Context: an optimization exercise on an open-source flow, tuned for small area. The choices shown serve that exercise and are no tape-out recipe. In this exercise RTL edits were held to simulation tests only and were not proved equivalent to the original. No activity file was given, so power comes from the tool's default toggle rates.

==> flow/design.v <==
module pm2_cpu (
    input  wire        clk,
    input  wire        rst,           
    output reg         mem_req,
    output reg         mem_we,
    output reg         mem_word,
    output reg  [31:0] mem_addr,
    output reg  [31:0] mem_wdata,
    input  wire [31:0] mem_rdata,
    input  wire        mem_ready,
    output wire        halted
);
    localparam [3:0] S_CLR  = 4'd0,    
                     S_F1   = 4'd1,    
                     S_F2   = 4'd2,    
                     S_ALU  = 4'd3,    
                     S_LOAD = 4'd4,    
                     S_MD   = 4'd5,    
                     S_WR   = 4'd6,    
                     S_MEM  = 4'd7,    
                     S_HALT = 4'd8;
    reg  [3:0]   state;
    reg  [2:0]   ph;         
    reg  [1:0]   rc;         
    reg          inpass;     
    reg  [31:0]  ip;
    reg  [31:0]  Q, T, H;
    reg          zf, cy, zacc;
    reg          o7, o4;
    reg  [3:0]   o;
    reg  [3:0]   rd, p1, p2;
    reg  [511:0] rf;
    assign halted = (state == S_HALT);
    wire ph0 = (ph == 3'd0);
    wire ph7 = (ph == 3'd7);
    wire act = inpass | ph0;
    wire xfer = mem_req & mem_ready;
    wire [3:0] d1 = rf[{p1, 5'd0} +: 4];
    wire [3:0] d2 = rf[{p2, 5'd0} +: 4];
    wire       sub  = o[0] & ~o[2];
    wire       cin  = ph0 ? sub : cy;
    wire [4:0] asum = {1'b0, d1} + {1'b0, d2 ^ {4{sub}}} + {4'd0, cin};
    reg  [3:0] alu_r;
    always @(*) begin
        case ({o[3], o[2:0]})
            4'hC:    alu_r = d1 & d2;
            4'hD:    alu_r = d1 | d2;
            4'hE:    alu_r = d1 ^ d2;
            4'hF:    alu_r = ~d1;
            4'h0:    alu_r = d1 ^ d2;           
            default: alu_r = asum[3:0];         
        endcase
    end
    wire       ldb_hi = o7 & ~o4 & o[0] & (ph[2] | ph[1]);
    wire [3:0] wq     = Q[3:0] & {4{~ldb_hi}};
    wire       wr_alu = (state == S_ALU) & act & o[3];
    wire       wr_q   = (state == S_WR) & act;
    wire       clr    = (state == S_CLR);
    wire [3:0] wdig   = clr ? 4'd0 : (state == S_ALU) ? alu_r : wq;
    wire [3:0] zdig   = (state == S_ALU) ? alu_r : (state == S_LOAD) ? d2 : wq;
    wire       znext  = (ph0 | zacc) & (zdig == 4'd0);
    genvar r;
    generate
        for (r = 0; r < 16; r = r + 1) begin : g_rf
            wire we = clr | ((wr_alu | wr_q) & (rd == r));
            always @(posedge clk)
                rf[r*32 +: 32] <= {we ? wdig : rf[r*32 +: 4], rf[r*32+4 +: 28]};
        end
    endgenerate
    wire        mulop = ~o[0];
    wire [32:0] mx = mulop ? {1'b0, H} : {H, Q[31]};
    wire [32:0] my = mulop ? {1'b0, T & {32{Q[0]}}} : {1'b1, ~T};
    wire [33:0] mr = {1'b0, mx} + {1'b0, my} + {33'd0, ~mulop};
    wire        nb = mr[33];
    wire [7:0] op = mem_rdata[31:24];
    wire [7:0] b1 = mem_rdata[23:16];
    wire [7:0] b2 = mem_rdata[15:8];
    wire [7:0] b3 = mem_rdata[7:0];
    wire h1 = |b1[7:4];
    wire h2 = |b2[7:4];
    wire h3 = |b3[7:4];
    wire f_rrr  = (op[7:3] == 5'b01011) & (op[2:0] != 3'd7);
    wire f_rr   = (op == 8'h5F) | (op == 8'h60);
    wire f_md   = (op[7:1] == 7'b0101101);
    wire f_6    = (op[7:2] == 6'b100000) | (op == 8'h90);
    wire f_jmp  = (op == 8'h08);
    wire f_br   = (op[7:1] == 7'b0001000);
    wire f_take = op[0] ^ zf;
    wire f_halt = (op == 8'hFF);
    reg  [2:0] f_inc;
    reg  [3:0] f_next;
    always @(*) begin
        f_inc  = 3'd1;
        f_next = S_F1;
        if (f_halt) begin
            f_next = S_HALT;
        end else if (f_6) begin
            f_inc  = h1 ? 3'd6 : 3'd2;
            f_next = h1 ? S_F1 : S_F2;
        end else if (f_rrr) begin
            f_inc  = 3'd4;
            f_next = (h1 | h2 | h3) ? S_F1 : f_md ? S_LOAD : S_ALU;
        end else if (f_rr) begin
            f_inc  = 3'd3;
            f_next = (h1 | h2) ? S_F1 : S_ALU;
        end else if (f_jmp) begin
            f_next = S_F2;
        end else if (f_br) begin
            f_inc  = f_take ? 3'd1 : 3'd5;
            f_next = f_take ? S_F2 : S_F1;
        end
    end
    always @(*) begin
        mem_req   = (state == S_F1) | (state == S_F2) | (state == S_MEM);
        mem_we    = (state == S_MEM) & o[1];
        mem_word  = ~((state == S_MEM) & o[0]);
        mem_addr  = (state == S_MEM) ? Q : ip;
        mem_wdata = T;
    end
    wire [31:0] ip_inc = ip + {29'd0, (state == S_F2) ? 3'd4 : f_inc};
    always @(posedge clk) begin
        ph <= ph + 3'd1;
        if (rst) begin
            state  <= S_CLR;
            ph     <= 3'd0;
            inpass <= 1'b0;
            ip     <= 32'd0;
            zf     <= 1'b0;
        end else begin
            inpass <= act & ~ph7 & ((state == S_ALU) | (state == S_LOAD) | (state == S_WR));
            case (state)
                S_CLR: if (ph7) state <= S_F1;
                S_F1: if (xfer) begin
                    o7 <= op[7];
                    o4 <= op[4];
                    o  <= op[3:0];
                    rd <= b1[3:0];
                    p1 <= op[3] ? b2[3:0] : b1[3:0];
                    p2 <= op[7] ? b1[3:0] : op[3] ? b3[3:0] : b2[3:0];
                    ip <= ip_inc;
                    state <= f_next;
                end
                S_F2: if (xfer) begin
                    if (!o7) begin
                        if (!o4 && mem_rdata[31:24] != 8'd0)
                            state <= S_HALT;
                        else begin
                            ip    <= mem_rdata;
                            state <= S_F1;
                        end
                    end else begin
                        Q  <= mem_rdata;
                        ip <= ip_inc;
                        state <= o4 ? S_WR : o[1] ? S_LOAD : S_MEM;
                    end
                end
                S_ALU: if (act) begin
                    cy   <= asum[4];
                    zacc <= znext;
                    if (ph7) begin
                        zf    <= znext;
                        state <= S_F1;
                    end
                end
                S_LOAD: if (act) begin
                    T    <= {d2, T[31:4]};
                    if (!o7)
                        Q <= {d1, Q[31:4]};
                    H    <= 32'd0;
                    rc   <= 2'd0;
                    zacc <= znext;
                    if (ph7)
                        state <= o7 ? S_MEM : (o[0] & znext) ? S_F1 : S_MD;
                end
                S_MD: begin
                    if (mulop) begin
                        H <= mr[32:1];
                        Q <= {mr[0], Q[31:1]};
                    end else begin
                        H <= nb ? mr[31:0] : mx[31:0];
                        Q <= {Q[30:0], nb};
                    end
                    if (ph7) begin
                        rc <= rc + 2'd1;
                        if (rc == 2'd3)
                            state <= S_WR;
                    end
                end
                S_WR: if (act) begin
                    Q    <= {d1, Q[31:4]};
                    zacc <= znext;
                    if (ph7) begin
                        if (!o7)
                            zf <= znext;
                        state <= S_F1;
                    end
                end
                S_MEM: if (xfer) begin
                    if (o[1])
                        state <= S_F1;
                    else begin
                        Q     <= mem_rdata;
                        state <= S_WR;
                    end
                end
                default: ;    
            endcase
        end
    end
endmodule
==> flow/run.sh <==
#!/bin/bash
# synth_recipe.tcl (not shown) runs the flow's synth.tcl, then flattens the netlist and writes it again
# the make line also repeats each setting of config.mk as NAME=value (left out here)
make -C /OpenROAD-flow-scripts/flow DESIGN_CONFIG=/design/flow/config.mk WORK_HOME=/design/flow/orfs CLKGATE_MAP_FILE= SYNTH_SCRIPT=/design/flow/synth_recipe.tcl finish
==> flow/config.mk <==
export PLATFORM = sky130hd
export DESIGN_NAME = pm2_cpu
export DESIGN_NICKNAME = pm2_cpu
export VERILOG_FILES = /design/flow/design.v
export SDC_FILE = /design/flow/constraint.sdc
export NUM_CORES = 4
export LEC_CHECK = 0
export CAP_MARGIN = 20
export CORE_MARGIN = 2
export CORE_UTILIZATION = 40
export SLEW_MARGIN = 20
==> flow/constraint.sdc <==
create_clock -name core_clock -period 12.0 [get_ports {clk}]
set_input_delay 2.4000 -clock core_clock [delete_from_list [all_inputs] [get_ports {clk}]]
set_output_delay 2.4000 -clock core_clock [all_outputs]
set_load 0.01 [all_outputs]
==> results.json <==
{
  "status": "timing/DRC/antenna clean",
  "maxCapViolCount": 0,
  "dieWidth_um": 249,
  "clk_pin_slew_ns": 0.06,
  "grt_setup_unrepaired": "false",
  "die_h_um": 249,
  "worst_ep_arrival_time_ns": 6.74,
  "synthArstFlopShare": 0,
  "relSlewSlack": 0.278,
  "initial_core_util": 0.407,
  "final-seq-area_sq_um": 14600,
  "dr_total_vias": 16500,
  "insertion_delay_ns": 0.61,
  "worst-r2r-cell-count": 16,
  "cts_max_path_buffers": 3,
  "hold_class": "flip-flop to flip-flop",
  "grt.overflow.total": 0,
  "cpMaxStageDelayCell": "clkdlybuf4s50_1",
  "synthFlopType": "dfxtp_1",
  "cp_max_fo": 17,
  "p_leak_uw": 0.0109,
  "grt_pass1_wl_mm": 92.0,
  "core_area_sq_um": 59200,
  "finalClockSkew_ns": 0.0264,
  "final_antenna_net_count": 0,
  "synth_edf_count": 118,
  "wl_per_cell_um": 19.0,
  "min_period_ns": 6.20,
  "drv_slew": 0,
  "dp_cells": 2949,
  "synth-seq-cells": 671,
  "synth_top_area_frac": 0.459,
  "fillCellCount": 5347,
  "synth_cells": 2159,
  "n_antenna_cell": 0,
  "cts_resized": 0,
  "grt_pass1_vias": 16000,
  "post-cts-setup-buffers": 0,
  "clock-sinks": 671,
  "antenna_found_initial": 0,
  "nets": 2337,
  "drc": 0,
  "holdBufCountCts": 0,
  "grt_max_degree": 144,
  "critPathMaxStageDelay_ns": 0.76,
  "syn-cell-area_sq_um": 24100,
  "finalNonFillerCells": 3069,
  "htreeDepth": 3,
  "finalSetupViolations": 0,
  "synthToLayoutAreaGrowth_pct": 16.8,
  "synth_nets": 2249,
  "via_per_inst": 5.37,
  "synth_area_leaders": "dfxtp_1 (46%), edfxtp_1 (15%), nand2_1 (4.7%)",
  "cts_tree": "built",
  "numCtsBuffers": 69,
  "drive_gt1_frac": 0.0967,
  "synth_cell_type_count": 74,
  "cp.required_ns": 12.54,
  "pin_count": 103,
  "crit_family": "simple AND/OR/NAND/NOR gates",
  "yosysTopAreaCell": "dfxtp_1",
  "gp_congestion": 0.870,
  "hold-path-cell-count": 0,
  "period_share": 0.516,
  "wl_mm": 58.4,
  "hold_viol_final": 0,
  "dr.pass1.iters": 8,
  "multi_input_area_sq_um": 8920,
  "worst_pin_slew_ns": 1.08,
  "syn_avg_cell_area_sq_um": 11.2,
  "fin_tns_setup_ns": 0,
  "dpl.hpwl_mm": 38.0,
  "port_buffers": 102,
  "power.density_nw_per_um2": 171,
  "rows": 89,
  "cp_cell_sequence": "clkdlybuf4s50_1 > nand2b_1 > or3_1 > o21ai_0 > a31oi_1 > o31ai_1 > ha_1 > nor2b_1 > o21ba_2 > nand2_1 > nor2_1 > and3_1 > and3_1 > nand4_1 > o31ai_1 > a22oi_1 > nor2_1",
  "ir_drop_uv": 163,
  "root_buffer": "clkbuf_16",
  "crit_cells": 17,
  "cp-end-kind": "flip-flop",
  "critPathBufInv": 1,
  "dr.first_iter.drc_count": 1273,
  "yosysSeqAreaShare": 0.606,
  "crit_type": "primary input to flip-flop",
  "die-area_sq_um": 62200,
  "cp-start-kind": "primary input",
  "fmax_mhz": 161,
  "yosysWarningCount": 1,
  "grt.total_usage": 0.186
}
==> layer usage <==
layer	wire length, um	share of wire	vias up	GRT usage
li1	-	-	7826	-
met1	27200	0.47	7964	0.261
met2	26300	0.45	563	0.287
met3	3280	0.056	126	0.0339
met4	1630	0.028	0	0.0644
met5	0	0	-	0
==> worst register-to-register path, delay by kind of cell (launching register included) <==
kind / cells / cell delay (ns)
AO/OA/AOI/OAI: 5 / 1.06
multiplexers: 3 / 0.90
adder cells (fa/ha/maj): 1 / 0.41
buffers and inverters: 3 / 1.36
flip-flops: 1 / 0.38
AND/OR/NAND/NOR: 4 / 0.67
==> report_power, final <==
part | switching, uW | leakage (uW) | total (uW) | internal [uW]
clock | 887 | 0.00112 | 2130 | 1240
sequential | 20.7 | 0.00553 | 2330 | 2310
combinational | 240 | 0.00424 | 349 | 109
==> placed cells by master (no fill, tap or decap), types with 47 or more instances in the layout <==
master,count
a21oi_1,77
a22oi_1,47
clkbuf_16,73
clkdlybuf4s50_1,101
dfxtp_1,552
edfxtp_1,118
ha_1,50
mux2i_1,104
nand2_1,299
nand3_1,71
nor2_1,156
o21ai_0,158
==> synthesized netlist by cell type (24+ instances only) <==
master	n
a211oi_1	42
a21oi_1	78
a22oi_1	47
clkbuf_1	80
dfxtp_1	553
edfxtp_1	118
ha_1	50
inv_1	37
mux2_2	42
mux2i_1	104
nand2_1	299
nand3_1	71
nor2_1	160
nor3_1	27
o21ai_0	158
xnor2_1	24
==> sequential cells by signal, indices dropped and copies added (netlist names), 2 cells and up <==
signal	flops
H	32
Q	32
rf	512
rd	4
rc	2
o	4
ip	32
state	4
p1	4
ph	3
p2	4
T	32
==> final cells by class <==
class | instances | area share
Clock buffer | 95 | 0.0707
Clock inverter | 25 | 0.0101
Inverter | 39 | 0.00520
Multi-Input combinational cell | 1340 | 0.317
Sequential cell | 671 | 0.519
Tap cell | 773 | 0.0344
Timing Repair Buffer | 126 | 0.0436
==> kinds of logic (layout without fill, tap and decap cells) <==
| kind of cell | count (synthesis) | after routing | synth area share |
|---|---|---|---|
| mux | 183 | 183 | 0.0999 |
| simple gates | 634 | 634 | 0.114 |
| flops | 671 | 671 | 0.606 |
| fa+ha+maj | 55 | 55 | 0.0301 |
| buf+inv | 148 | 285 | 0.0261 |
| compound gates | 432 | 432 | 0.111 |
| xor+xnor | 36 | 36 | 0.0131 |
==> path summary, 6_finish.rpt <==
| check | startpoint | end | slack (ns) |
|---|---|---|---|
| min | rf[154]$_DFF_P_ | rf[150]$_DFF_P_ | 0.32 |
| min reg2reg | rf[154]$_DFF_P_ | rf[150]$_DFF_P_ | 0.32 |
| max | mem_rdata[31] | ip[30]$_SDFFE_PP0P_ | 5.80 |
| max reg2reg | o[0]$_DFFE_PP_ | H[13]$_SDFFCE_PN0P_ | 6.96 |
==> stage by stage <==
stage,utilization,instance area [sq um],worst slack [ns],total power (uW),hold slack (ns)
3_3_place_gp,0.436,25800,5.54,2710,0.310
3_5_place_dp,0.437,25900,5.36,2720,0.312
6_report,0.475,28200,5.80,4800,0.317
2_1_floorplan,-,24100,5.79,2600,0.310
4_1_cts,0.475,28200,5.99,4850,0.320
5_1_grt,0.475,28200,5.56,4970,0.326

static timing again, ports no longer ideal:
How much do the figures lean on ideal ports? The routed layout below was timed once more, with nothing changed but the port constraints. Step 1, drivers: a clkbuf_16 drives clk and a buf_2 each remaining input, both assumed. Step 2, shift: input delay + t, output delay - t, t = (earliest + latest rising clock arrival at the registers) / 2. This alone moves slack from input paths to output paths. Slacks: ideal / step 1 / step 2; pairs: ideal / step 1.
t (ns): 0.662
setup WS [ns]: 5.802 / 5.837 / 5.175
worst hold slack (ns): 0.317 / 0.317 / 0.317
latest minus earliest clock arrival (ns): 0.026 / 0.026
worst data-port slew with drivers (ns): 0.05
After both steps setup and hold are still met in this run. For this run, drivers alone change the setup slack by +0.035 ns; drivers and shift together by -0.627 ns.
